Background: an optimization exercise with open tools, aiming at small area and few clock cycles per item. Do not read the settings as production practice. Function was checked by simulation only, so behaviour that the tests miss may differ from the original. No activity file was given, so power comes from the tool's default toggle rates.

red:
## vs23_setmode
module vs23_setmode (
    input  wire        clk,
    input  wire        rst,             
    input  wire        cmd_valid,
    output wire        cmd_ready,
    input  wire [31:0] cmd_modesel,     
    output wire        tx_valid,
    input  wire        tx_ready,
    output wire        tx_reg,          
    output wire [19:0] tx_addr,         
    output wire [1:0]  tx_len,          
    output wire [31:0] tx_data,         
    output wire [7:0]  err,
    output wire        mode_valid,
    output wire        std_pal,
    output wire        std_il,
    output wire [7:0]  mode_index,
    output wire [19:0] pitch,
    output wire [19:0] base,
    output wire [19:0] index_start,
    output wire [15:0] total_lines,
    output wire [15:0] line_len,
    output wire [15:0] pic_start,
    output wire [15:0] pic_end
);
Size: ~670 cells after synthesis, roughly 240 I/O pins, roughly 4500 µm² of cells after synthesis.
clock: 16.0 ns
lec_check: 0
cap_margin: 20
core_margin: 2
core_utilization: 40
cts_buf_list: sky130_fd_sc_hd__clkbuf_8
slew_margin: 20
standard.sh (not shown) runs the stock make flow with config.mk's settings and CLKGATE_MAP_FILE= SYNTH_SCRIPT=/design/flow/synth_recipe.tcl, a recipe that flattens the netlist after the stock synthesis.
==> flow/flow/run.sh <==
#!/bin/bash
# Standard layout with three changes:
#  - after the standard synthesis, the combinational logic between the
#    flip-flops is re-mapped by ABC for area (flip-flops kept as they are);
#  - ports are buffered with the smallest buffer (sky130_fd_sc_hd__buf_1);
#  - constant outputs share one tie cell instead of one tie cell each.
set -euo pipefail
here=$(pwd)
R=$here/orfs/results/$FLOW_PLATFORM/vs23_setmode/base
YOSYS=${YOSYS_EXE:-$FLOW_HOME/../tools/install/yosys/bin/yosys}
export BUFFER_PORTS_ARGS="-buffer_cell sky130_fd_sc_hd__buf_1"
export SKIP_REPAIR_TIE_FANOUT=1

# 1. standard synthesis
bash standard.sh synth > synth.log 2>&1
cp -p $R/1_2_yosys.v $R/1_2_yosys_std.v

# 2. re-map the logic between the flip-flops
RESYN_LIB=$FLOW_HOME/platforms/sky130hd/lib/sky130_fd_sc_hd__tt_025C_1v80.lib \
RESYN_DONT_USE="$(cat flow/dont_use.txt)" \
RESYN_IN=$R/1_2_yosys_std.v RESYN_TOP=$FLOW_TOP RESYN_ABC=$here/flow/resyn.abc \
RESYN_STAT=$here/resyn_stat.txt RESYN_OUT=$R/1_2_yosys_resyn.v \
  $YOSYS -c flow/resyn.tcl > resyn.log 2>&1
cp $R/1_2_yosys_resyn.v $R/1_2_yosys.v
rm -f $R/1_synth.odb $R/1_synth.sdc

# 3. the rest of the standard flow
bash standard.sh > standard.log 2>&1
==> flow/flow/resyn.abc <==
strash
&get -n
&deepsyn -T 20
&put
dch -f
amap
==> flow/flow/resyn.tcl <==
# Re-map the combinational logic of the standard synthesis for area.
# Every flip-flop instance of the standard netlist is kept as it is (same
# name, same cell); only the gates between them are re-optimised by ABC.
set lib $::env(RESYN_LIB)
set dont_use $::env(RESYN_DONT_USE)
yosys read_liberty -ignore_miss_func $lib
yosys read_verilog $::env(RESYN_IN)
yosys hierarchy -top $::env(RESYN_TOP)
# keep sequential cells as instances
yosys setattr -mod -set keep_hierarchy 1 {sky130_fd_sc_hd__*df*} {sky130_fd_sc_hd__*dl*}
yosys flatten
yosys opt_clean -purge
set du {}
foreach c $dont_use { lappend du -dont_use $c }
yosys abc -script $::env(RESYN_ABC) -liberty $lib {*}$du $::env(RESYN_TOP)
yosys opt_clean -purge
# flattening named wires after the cells' pins; drop those names
yosys rename -hide w:*.*
yosys hilomap -singleton -hicell sky130_fd_sc_hd__conb_1 HI -locell sky130_fd_sc_hd__conb_1 LO
yosys insbuf -buf sky130_fd_sc_hd__buf_4 A X
yosys opt_clean -purge
yosys select -module $::env(RESYN_TOP)
yosys tee -o $::env(RESYN_STAT) stat -liberty $lib
yosys write_verilog -noattr -nohex -nodec -selected $::env(RESYN_OUT)
Other scripts of this flow, unchanged in this note and not shown: flow/flow/dont_use.txt
Testbench counts of red, summed over its fixed seeds: cycles 142,200, commands 72.
Input changes introduced in blue (baseline for comparison: red):
- CTS_BUF_LIST removed (was sky130_fd_sc_hd__clkbuf_8)
==> flow/flow/run.sh <==
#!/bin/bash
# Standard layout with four changes:
#  - after the standard synthesis, the combinational logic between the
#    flip-flops is re-mapped by ABC for area (flip-flops kept as they are);
#  - ports are buffered with the smallest buffer (sky130_fd_sc_hd__buf_1);
#  - constant outputs share one tie cell instead of one tie cell each;
#  - the clock tree uses clkbuf_8 buffers and no dummy loads.
set -euo pipefail
here=$(pwd)
R=$here/orfs/results/$FLOW_PLATFORM/vs23_setmode/base
YOSYS=${YOSYS_EXE:-$FLOW_HOME/../tools/install/yosys/bin/yosys}
export BUFFER_PORTS_ARGS="-buffer_cell sky130_fd_sc_hd__buf_1"
export SKIP_REPAIR_TIE_FANOUT=1
# clock tree: clkbuf_8 buffers (the default picks clkbuf_16), no dummy loads
export CTS_ARGS="-sink_clustering_enable -repair_clock_nets -dont_use_dummy_load -buf_list {sky130_fd_sc_hd__clkbuf_4 sky130_fd_sc_hd__clkbuf_8} -sink_clustering_size 8"

# 1. standard synthesis
bash standard.sh synth > synth.log 2>&1
cp -p $R/1_2_yosys.v $R/1_2_yosys_std.v

# 2. re-map the logic between the flip-flops
RESYN_LIB=$FLOW_HOME/platforms/sky130hd/lib/sky130_fd_sc_hd__tt_025C_1v80.lib \
RESYN_DONT_USE="$(cat flow/dont_use.txt)" \
RESYN_IN=$R/1_2_yosys_std.v RESYN_TOP=$FLOW_TOP \
RESYN_WORK=$here RESYN_SEEDS="0 1 2 3" RESYN_T=90 RESYN_LOG=$here/resyn_seeds.log \
RESYN_STAT=$here/resyn_stat.txt RESYN_OUT=$R/1_2_yosys_resyn.v \
  $YOSYS -c flow/resyn.tcl > resyn.log 2>&1
cp $R/1_2_yosys_resyn.v $R/1_2_yosys.v
rm -f $R/1_synth.odb $R/1_synth.sdc

# 3. the rest of the standard flow
bash standard.sh > standard.log 2>&1
==> flow/flow/resyn.tcl <==
# Re-map the combinational logic of the standard synthesis for area.
# Every flip-flop instance of the standard netlist is kept as it is (same
# name, same cell); only the gates between them are re-optimised by ABC.
# ABC's deep synthesis is run with a few random seeds; the smallest mapped
# result is kept.
yosys -import
set lib $::env(RESYN_LIB)
set dont_use $::env(RESYN_DONT_USE)
set top $::env(RESYN_TOP)
yosys read_liberty -ignore_miss_func $lib
yosys read_verilog $::env(RESYN_IN)
yosys hierarchy -top $top
# keep sequential cells as instances
yosys setattr -mod -set keep_hierarchy 1 {sky130_fd_sc_hd__*df*} {sky130_fd_sc_hd__*dl*}
yosys flatten
yosys opt_clean -purge
set du {}
foreach c $dont_use { lappend du -dont_use $c }
yosys design -save pre
set best 1e30
set log [open $::env(RESYN_LOG) w]
foreach seed $::env(RESYN_SEEDS) {
  yosys design -load pre
  set f [open $::env(RESYN_WORK)/resyn_$seed.abc w]
  puts $f "strash\n&get -n\n&deepsyn -T $::env(RESYN_T) -S $seed\n&put\ndch -f\namap"
  close $f
  yosys abc -script $::env(RESYN_WORK)/resyn_$seed.abc -liberty $lib {*}$du $top
  yosys opt_clean -purge
  set st [tee -q -s result.string stat -liberty $lib $top]
  set area 1e30
  regexp {Chip area for module '\\[^']*': ([0-9.]+)} $st -> area
  puts $log "seed $seed area $area"
  flush $log
  if {$area < $best} {
    set best $area
    yosys design -save best
  }
}
puts $log "best $best"
close $log
yosys design -load best
# flattening named wires after the cells' pins; drop those names
yosys rename -hide w:*.*
yosys hilomap -singleton -hicell sky130_fd_sc_hd__conb_1 HI -locell sky130_fd_sc_hd__conb_1 LO
yosys insbuf -buf sky130_fd_sc_hd__buf_4 A X
yosys opt_clean -purge
yosys select -module $top
yosys tee -o $::env(RESYN_STAT) stat -liberty $lib
yosys write_verilog -noattr -nohex -nodec -selected $::env(RESYN_OUT)
removed: flow/flow/resyn.abc
- blue vs red: total wire length up by a few percent
- Core utilization is lower on blue
- Going from red to blue, clock network fraction of design power flat; final area has decreased.
Edits applied to the flow inputs when going from blue to green:
==> flow/flow/run.sh <==
#!/bin/bash
# Standard layout with three changes:
#  - after the standard synthesis, the combinational logic between the
#    flip-flops is re-mapped by ABC for area (flip-flops kept as they are);
#  - ports are buffered with the smallest buffer (sky130_fd_sc_hd__buf_1);
#  - constant outputs share one tie cell instead of one tie cell each.
set -euo pipefail
here=$(pwd)
R=$here/orfs/results/$FLOW_PLATFORM/vs23_setmode/base
YOSYS=${YOSYS_EXE:-$FLOW_HOME/../tools/install/yosys/bin/yosys}
export BUFFER_PORTS_ARGS="-buffer_cell sky130_fd_sc_hd__buf_1"
export SKIP_REPAIR_TIE_FANOUT=1

# 1. standard synthesis
bash standard.sh synth > synth.log 2>&1
cp -p $R/1_2_yosys.v $R/1_2_yosys_std.v

# 2. re-map the logic between the flip-flops
RESYN_LIB=$FLOW_HOME/platforms/sky130hd/lib/sky130_fd_sc_hd__tt_025C_1v80.lib \
RESYN_DONT_USE="$(cat flow/dont_use.txt)" \
RESYN_IN=$R/1_2_yosys_std.v RESYN_TOP=$FLOW_TOP RESYN_ABC=$here/flow/resyn.abc \
RESYN_STAT=$here/resyn_stat.txt RESYN_OUT=$R/1_2_yosys_resyn.v \
  $YOSYS -c flow/resyn.tcl > resyn.log 2>&1
cp $R/1_2_yosys_resyn.v $R/1_2_yosys.v
rm -f $R/1_synth.odb $R/1_synth.sdc

# 3. the rest of the standard flow
bash standard.sh > standard.log 2>&1
==> flow/flow/resyn.abc (new file) <==
strash
&get -n
&deepsyn -T 240
&put
dch -f
amap
==> flow/flow/resyn.tcl <==
# Re-map the combinational logic of the standard synthesis for area.
# Every flip-flop instance of the standard netlist is kept as it is (same
# name, same cell); only the gates between them are re-optimised by ABC.
set lib $::env(RESYN_LIB)
set dont_use $::env(RESYN_DONT_USE)
yosys read_liberty -ignore_miss_func $lib
yosys read_verilog $::env(RESYN_IN)
yosys hierarchy -top $::env(RESYN_TOP)
# keep sequential cells as instances
yosys setattr -mod -set keep_hierarchy 1 {sky130_fd_sc_hd__*df*} {sky130_fd_sc_hd__*dl*}
yosys flatten
yosys opt_clean -purge
set du {}
foreach c $dont_use { lappend du -dont_use $c }
yosys abc -script $::env(RESYN_ABC) -liberty $lib {*}$du $::env(RESYN_TOP)
yosys opt_clean -purge
# flattening named wires after the cells' pins; drop those names
yosys rename -hide w:*.*
yosys hilomap -singleton -hicell sky130_fd_sc_hd__conb_1 HI -locell sky130_fd_sc_hd__conb_1 LO
yosys insbuf -buf sky130_fd_sc_hd__buf_4 A X
yosys opt_clean -purge
yosys select -module $::env(RESYN_TOP)
yosys tee -o $::env(RESYN_STAT) stat -liberty $lib
yosys write_verilog -noattr -nohex -nodec -selected $::env(RESYN_OUT)
Side by side, proportion of layout cells with a drive suffix above 1 turned out higher in green than in blue. green vs. blue: detailed-routed wire length on met2 rose 2.3%, arrival time of the worst setup path rose 0.08 ns, met1 track demand over resource in global routing rose 0.22 points. In green, the number of non-clock buffers in the layout came out 2 above the value in blue. blue → green: end-of-flow core utilization now larger, number of clock buffers in the layout now larger, final cell count now larger, final critical delay including setup and external delays now larger. Between blue and green, the total wire length does not differ in any meaningful way. Summary of the comparison: share of the cycle needed by the critical path after routing is higher in green, relative to blue.
diff inputs: green => orange
-- flow/flow/run.sh --
<<< green, line 11
export BUFFER_PORTS_ARGS="-buffer_cell sky130_fd_sc_hd__buf_1"
export SKIP_REPAIR_TIE_FANOUT=1

# 1. standard synthesis
>>> orange, line 11
export BUFFER_PORTS_ARGS="-buffer_cell sky130_fd_sc_hd__buf_1"
export SKIP_REPAIR_TIE_FANOUT=1
export CTS_ARGS="-sink_clustering_enable -repair_clock_nets -dont_use_dummy_load -buf_list {sky130_fd_sc_hd__clkbuf_4 sky130_fd_sc_hd__clkbuf_8} -sink_clustering_size 8"

# 1. standard synthesis
==> flow/flow/resyn.abc <==
strash
&get -n
&deepsyn -T 20
&put
dch -f
amap
[summary]
Between orange and green, it is orange whose global routing met3 resource utilization is higher, by 1.0 points. Going from green to orange, area growth from synthesis to layout lost 0.91 points; area of combinational cells with multiple inputs picked up an extra 56 µm²; hold slack lost 0.0037 ns. The run with more routed wire is green, not orange. green -> orange: switching power summed over all nets increased by a few percent. Diff green -> orange: total number of tap cells closely matched the old numbers; largest vdd supply drop went down about 21%.

==> afterwards: timing with drivers on the ports <==
The results above use ideal ports. As a check the final layouts listed here were re-extracted and re-timed, cells and wires unchanged.
Step 1 (the two cells are an assumption about what drives the block):
set clk [get_ports {clk}]
set_driving_cell -lib_cell sky130_fd_sc_hd__clkbuf_16 $clk
set_driving_cell -lib_cell sky130_fd_sc_hd__buf_2 [delete_from_list [all_inputs] $clk]
Step 2 times the ports against the registers' clock, not the clock port: input delays grow and output delays shrink by t, the midpoint of the rising clock arrivals with the driver on.
Slacks: ideal ports / drivers / drivers and shift; pairs: ideal ports / drivers.
run | shift t [ns] | setup slack, ns | worst setup path after step 2 | worst register clock-pin slew, ns
red | 0.347 | 7.426 / 7.404 / 7.404 | input to output | 0.10 / 0.10
blue | 0.348 | 7.458 / 7.437 / 7.437 | input to output | 0.11 / 0.11
green | 0.347 | 7.380 / 7.355 / 7.355 | input to output | 0.10 / 0.10
orange | 0.338 | 7.426 / 7.404 / 7.404 | input to output | 0.10 / 0.10
After both steps every run listed still meets setup and hold. For green, which loses most, drivers alone change the setup slack by -0.025 ns; drivers and shift together by -0.025 ns.
